Source: an optimization exercise on an open RTL-to-GDS flow (aim: small area, a short achievable clock period and few clock cycles). Production flows keep margins and buffers that such runs may drop.
No activity file was given, so power comes from the tool's default toggle rates.

## rawc_seq
module rawc_seq (
    input  wire        clk,
    input  wire        rst,         
    input  wire        cmd_valid,
    output wire        cmd_ready,
    input  wire [31:0] cmd_word,
    input  wire        wr_valid,
    output wire        wr_ready,
    input  wire [7:0]  wr_byte,
    output wire        rd_valid,
    output wire [7:0]  rd_byte,
    output wire        rsp_valid,
    input  wire        rsp_ready,
    output wire [31:0] rsp_word,
    output wire        p_valid,
    input  wire        p_ready,
    output wire [3:0]  p_kind,
    output wire [5:0]  p_reg,
    output wire        p_word,
    output wire [15:0] p_wdata,
    input  wire [31:0] p_rdata
);
    localparam [3:0] K_RD    = 4'd1;    
    localparam [3:0] K_WR    = 4'd2;    
    localparam [3:0] K_ARD   = 4'd3;    
    localparam [3:0] K_ARDB  = 4'd4;    
    localparam [3:0] K_AWR   = 4'd5;    
    localparam [3:0] K_AWRB  = 4'd6;    
    localparam [3:0] K_EDIS  = 4'd7;    
    localparam [3:0] K_EEN   = 4'd8;    
    localparam [3:0] K_TMR   = 4'd9;    
    localparam [3:0] K_DLY   = 4'd10;   
    localparam [3:0] K_DIAG  = 4'd11;   
    localparam [3:0] OP_INIT     = 4'h1;
    localparam [3:0] OP_ALLOC_M  = 4'h2;
    localparam [3:0] OP_ALLOC_D  = 4'h3;
    localparam [3:0] OP_DEALL_M  = 4'h4;
    localparam [3:0] OP_DEALL_D  = 4'h5;
    localparam [3:0] OP_MOUNT_RX = 4'h6;
    localparam [3:0] OP_SEND_M   = 4'h7;
    localparam [3:0] OP_SET_IDX  = 4'h8;
    localparam [3:0] OP_GET_IDX  = 4'h9;
  ...
export LEC_CHECK = 0
export CAP_MARGIN = 20
export CORE_MARGIN = 2
export CORE_UTILIZATION = 55
export SETUP_SLACK_MARGIN = 1.5
export SLEW_MARGIN = 20
create_clock -name core_clock -period 5.0 [get_ports {clk}]
standard.sh (not shown) runs the stock make flow with config.mk's settings and CLKGATE_MAP_FILE= SYNTH_SCRIPT=/design/flow/synth_recipe.tcl, a recipe that flattens the netlist after the stock synthesis.
==> flow/flow/run.sh <==
#!/bin/bash
# Layout flow: the standard ORFS flow (standard.sh), with these changes:
#  - the port buffers inserted during placement use the smallest buffer cell;
#  - synthesis leaves adders to ABC instead of extracting half/full adder
#    cells (ADDER_MAP_FILE empty), so carry chains are mapped as logic; the
#    synthesis script and its register names are the standard ones;
#  - clock tree synthesis uses clkbuf_4/clkbuf_8 and adds no dummy loads.
set -euo pipefail
export BUFFER_PORTS_ARGS="-buffer_cell sky130_fd_sc_hd__buf_1"
export ADDER_MAP_FILE=
export CTS_ARGS="-sink_clustering_enable -repair_clock_nets -buf_list {sky130_fd_sc_hd__clkbuf_4 sky130_fd_sc_hd__clkbuf_8} -dont_use_dummy_load"
bash standard.sh > standard_flow.log 2>&1
Edit:
--- a/flow/design.v
+++ b/flow/design.v
@@ -195,27 +195,15 @@
             2'd2:    fix_reg = 6'd30;                            
             default: fix_reg = kind[0] ? ((op == OP_ALLOC_M) ? 6'd32 : 6'd33) : 6'd31;   
         endcase
     end
     assign p_reg  = is_diag ? {sub, w} : fixed ? fix_reg : reg_of(w, sub);
     assign p_word = !(fixed && (sub[1:0] == 2'd2 || (sub[1:0] == 2'd1 && w_lo)));
-    function [1:0] wsel;
-        input [6:0] s;
-        begin
-            case (s)
-                S_PRE, S_CLR1, S_CLR2: wsel = 2'd1;
-                S_AWRB:                wsel = 2'd2;
-                S_DGX, S_DGM, S_DGZ:   wsel = 2'd3;
-                default:               wsel = 2'd0;
-            endcase
-        end
-    endfunction
-    reg  [1:0]  osel;
-    wire        use_byte = (osel == 2'd2);
-    wire        use_fix  = (osel == 2'd1);
-    wire        use_dz   = (osel == 2'd3);
+    wire        use_byte = kind[2] && kind[1];         
+    wire        use_fix  = fixed && !is_diag;          
+    wire        use_dz   = is_diag && (sub != 3'd1);   
     reg  [15:0] fix_data;
     always @(*) begin
         case (sub[1:0])
             2'd1:    fix_data = w_lo ? {8'd0, m1} : mask2(w);    
             2'd2:    fix_data = {8'd0, m1};                       
             default: fix_data = 16'h003C;                         
@@ -302,26 +290,12 @@
             S_ARDB:  begin nA = zlen || last_b && st == S_ARDB ? S_RSP : S_ARDB; nB = nA; end
             S_AWR,
             S_AWRB:  begin nA = zlen || last_b && st == S_AWRB ? S_RSP : S_AWRB; nB = nA; end
             default: ;
         endcase
     end
-    reg [6:0] nX;
-    always @(*) begin
-        case (st)
-            S_TMR:   nX = is_si ? S_DGI : S_DGM;
-            S_RDBC:  nX = S_DGZ;
-            default: nX = nA;
-        endcase
-    end
-    always @(posedge clk) begin
-        if (acc)
-            osel <= ((c_op == OP_READ_B || c_op == OP_WRITE_B) && oob[c_w]) ? 2'd3 : 2'd0;
-        else if (hs)
-            osel <= wsel(nX);
-    end
     wire d = (dsel_hit && hit) || (dsel_tmo && tmo) || (dsel_nz && rd_nz) ||
              (dsel_go && go_mv) || (dsel_rd0 && rd0);
     wire rqA = (nA == S_RSP);
     wire rqB = (nB == S_RSP);
     wire pvA = !rqA && !(nA == S_AWRB && !wr_valid);
     wire pvB = !rqB && !(nB == S_AWRB && !wr_valid);
=>
- The changed run finished clean
- register-to-register slack stays flat
- die area came out lower by a few percent
- final area came out lower by a few percent
- cell count came out lower slightly
- wire length came out lower by a few percent
- area after synthesis came out lower by a few percent
- sequential share of layout area hardly moves
- setup slack degrades by 0.057 ns
- hold slack degrades by 0.013 ns
No functional check of the RTL was part of any run of this note.

* * *

== job 3796 ==
Another version of the RTL of rawc_seq (not shown whole).
For scale: ~950 cells after synthesis, roughly 150 I/O pins, about 0.0076 mm^2 of cells after synthesis.
==> flow/config.mk <==
export PLATFORM = sky130hd
export DESIGN_NAME = rawc_seq
export DESIGN_NICKNAME = rawc_seq
export VERILOG_FILES = /design/flow/design.v
export SDC_FILE = /design/flow/constraint.sdc
export NUM_CORES = 4
export LEC_CHECK = 0
export CAP_MARGIN = 20
export CORE_MARGIN = 2
export CORE_UTILIZATION = 55
export CTS_BUF_LIST = sky130_fd_sc_hd__clkbuf_4 sky130_fd_sc_hd__clkbuf_8
export SETUP_SLACK_MARGIN = 1.5
export SLEW_MARGIN = 20
==> flow/constraint.sdc <==
create_clock -name core_clock -period 5.0 [get_ports {clk}]
set_input_delay 1.0000 -clock core_clock [delete_from_list [all_inputs] [get_ports {clk}]]
set_output_delay 1.0000 -clock core_clock [all_outputs]
set_load 0.01 [all_outputs]
==> flow/flow/run.sh <==
#!/bin/bash
# Layout flow: the standard ORFS flow (standard.sh), with two changes:
#  - the port buffers inserted during placement use the smallest buffer cell;
#  - synthesis leaves adders to ABC instead of extracting half/full adder
#    cells (ADDER_MAP_FILE empty), so carry chains are mapped as logic.
# The synthesis script and its register names are the standard ones.
set -euo pipefail
export BUFFER_PORTS_ARGS="-buffer_cell sky130_fd_sc_hd__buf_1"
export ADDER_MAP_FILE=
bash standard.sh > standard_flow.log 2>&1
Job 3796 ended with every stage complete and zero timing, DRC or antenna violations.
#### Input delta (job 9547 over job 3796)
--- a/flow/design.v
+++ b/flow/design.v
@@ -297,13 +297,13 @@
     wire d = (dsel_hit && hit) || (dsel_tmo && tmo) || (dsel_nz && rd_nz) ||
              (dsel_go && go_mv) || (dsel_rd0 && rd0);
     wire rqA = (nA == S_RSP);
     wire rqB = (nB == S_RSP);
     wire pvA = !rqA && !(nA == S_AWRB && !wr_valid);
     wire pvB = !rqB && !(nB == S_AWRB && !wr_valid);
-    wire want_b = (st == S_AWR) || (st == S_AWRB);
+    wire want_b = (st == S_AWR && !zlen) || (st == S_AWRB && !last_b);
     assign wr_ready = (hs && want_b) || (st == S_AWRB && !pv);
     wire take_b = wr_ready && wr_valid;
     assign cmd_ready = (kind == 4'd0);
     wire acc = cmd_valid && cmd_ready;
     wire [3:0] c_op = cmd_word[31:28];
     wire [2:0] c_w  = cmd_word[26:24];
@@ -391,21 +391,13 @@
         if (rst) begin
             mnt <= 2'd0;
         end else begin
             if (take_b) t0[23:16] <= wr_byte;
             if (hs) begin
                 case (st)
-                    S_EDIS: begin
-                        prior <= rd0;
-                        case (op)
-                            OP_INIT:     mnt <= 2'b00;
-                            OP_DEALL_D:  mnt[0] <= 1'b0;
-                            OP_MOUNT_RX: if (w == 3'd0) mnt[0] <= 1'b1;
-                            default: ;
-                        endcase
-                    end
+                    S_EDIS:  prior <= rd0;
                     S_T0:    t0 <= p_rdata;
                     S_DGI:   begin
                         diags[0] <= 1'b1;
                     end
                     S_DGX:   diags[1] <= 1'b1;
                     S_DGM:   diags[2] <= 1'b1;
@@ -469,13 +461,19 @@
                 endcase
                 case (c_op)
                     OP_INIT, OP_DEALL_M, OP_DEALL_D, OP_SEND_M,
                     OP_SET_IDX, OP_SET_ST: rz <= 1'b1;
                     default:               rz <= !c_ok;
                 endcase
-                if (c_op == OP_SET_ST && !cmd_word[27] && cmd_word[26:25] == 2'd0 &&
-                    cmd_word[23:1] == 23'd0)
-                    mnt[c_w[0]] <= cmd_word[0];
+                if (c_ok) begin
+                    case (c_op)
+                        OP_INIT:     mnt <= 2'b00;
+                        OP_DEALL_D:  mnt[0] <= 1'b0;
+                        OP_MOUNT_RX: if (c_w == 3'd0) mnt[0] <= 1'b1;
+                        OP_SET_ST:   mnt[c_w[0]] <= cmd_word[0];
+                        default: ;
+                    endcase
+                end
             end
         end
     end
 endmodule
--- outcome ---
- In job 9547 the non-clock buffer instance count of the final layout turned out about 2.4% higher than in job 3796.
- Wire length on met2, job 3796 and job 9547: larger value in job 9547
- Higher actual transition at the worst max-transition pin among job 3796 and job 9547: job 9547
- Delta (job 9547 minus job 3796): clock latency on the worst-skew pair has remained practically unchanged, multi-input logic cell count rose 12, sequential cell area fraction in the yosys report saw a decrease, mux cell area share after synthesis went down 0.57 points, share of power burned in combinational logic rose by 4.0 points.
- Max detailed-route wire length on metal 1 across job 3796 and job 9547: job 3796
- Compared with job 3796, in job 9547 proportion of cell area occupied by multi-input gates went up 0.44 points; clock network area share went down 0.50 points.
- When job 9547 is measured against job 3796, its detailed-route vias per instance turns out about 0.6% lower.
- Final worst slack was higher in job 3796 than in job 9547.
- Measured against each other, job 3796 and job 9547 differ in count of unique library cells instantiated by Yosys, the lower figure coming from job 3796.
No run of this note included a check of the RTL's function; only the layout flow was run.

-- re-timing with driven ports --
Ports are ideal in the flow. The routed layouts listed here were re-timed in OpenROAD.
Step 1: set_driving_cell puts a clkbuf_16 on clk and a buf_2 on each other input, an assumption about the parent block.
Step 2 moves the port delays by t, midway between the first and last clock arrival at a register: inputs arrive t later, outputs are due t later. That takes back most of the time a late clock gives input paths.
Three values: ideal, step 1, step 2; two values: the first two.
run	t (ns)	slack for setup (ns)	worst data-port slew with drivers (ns)	cell pins on the clock port's net
the first run of note 1	0.407	1.628 / 1.589 / 1.278	0.04	1
the second run of note 1	0.417	1.570 / 1.531 / 1.165	0.04	1
job 3796	0.412	1.498 / 1.499 / 1.087	0.04	1
job 9547	0.422	1.380 / 1.341 / 1.077	0.04	1
After both steps setup and hold are still met in every run listed. The setup slack of job 3796, which loses most, moves by +0.001 ns with the drivers and by -0.411 ns with both steps.
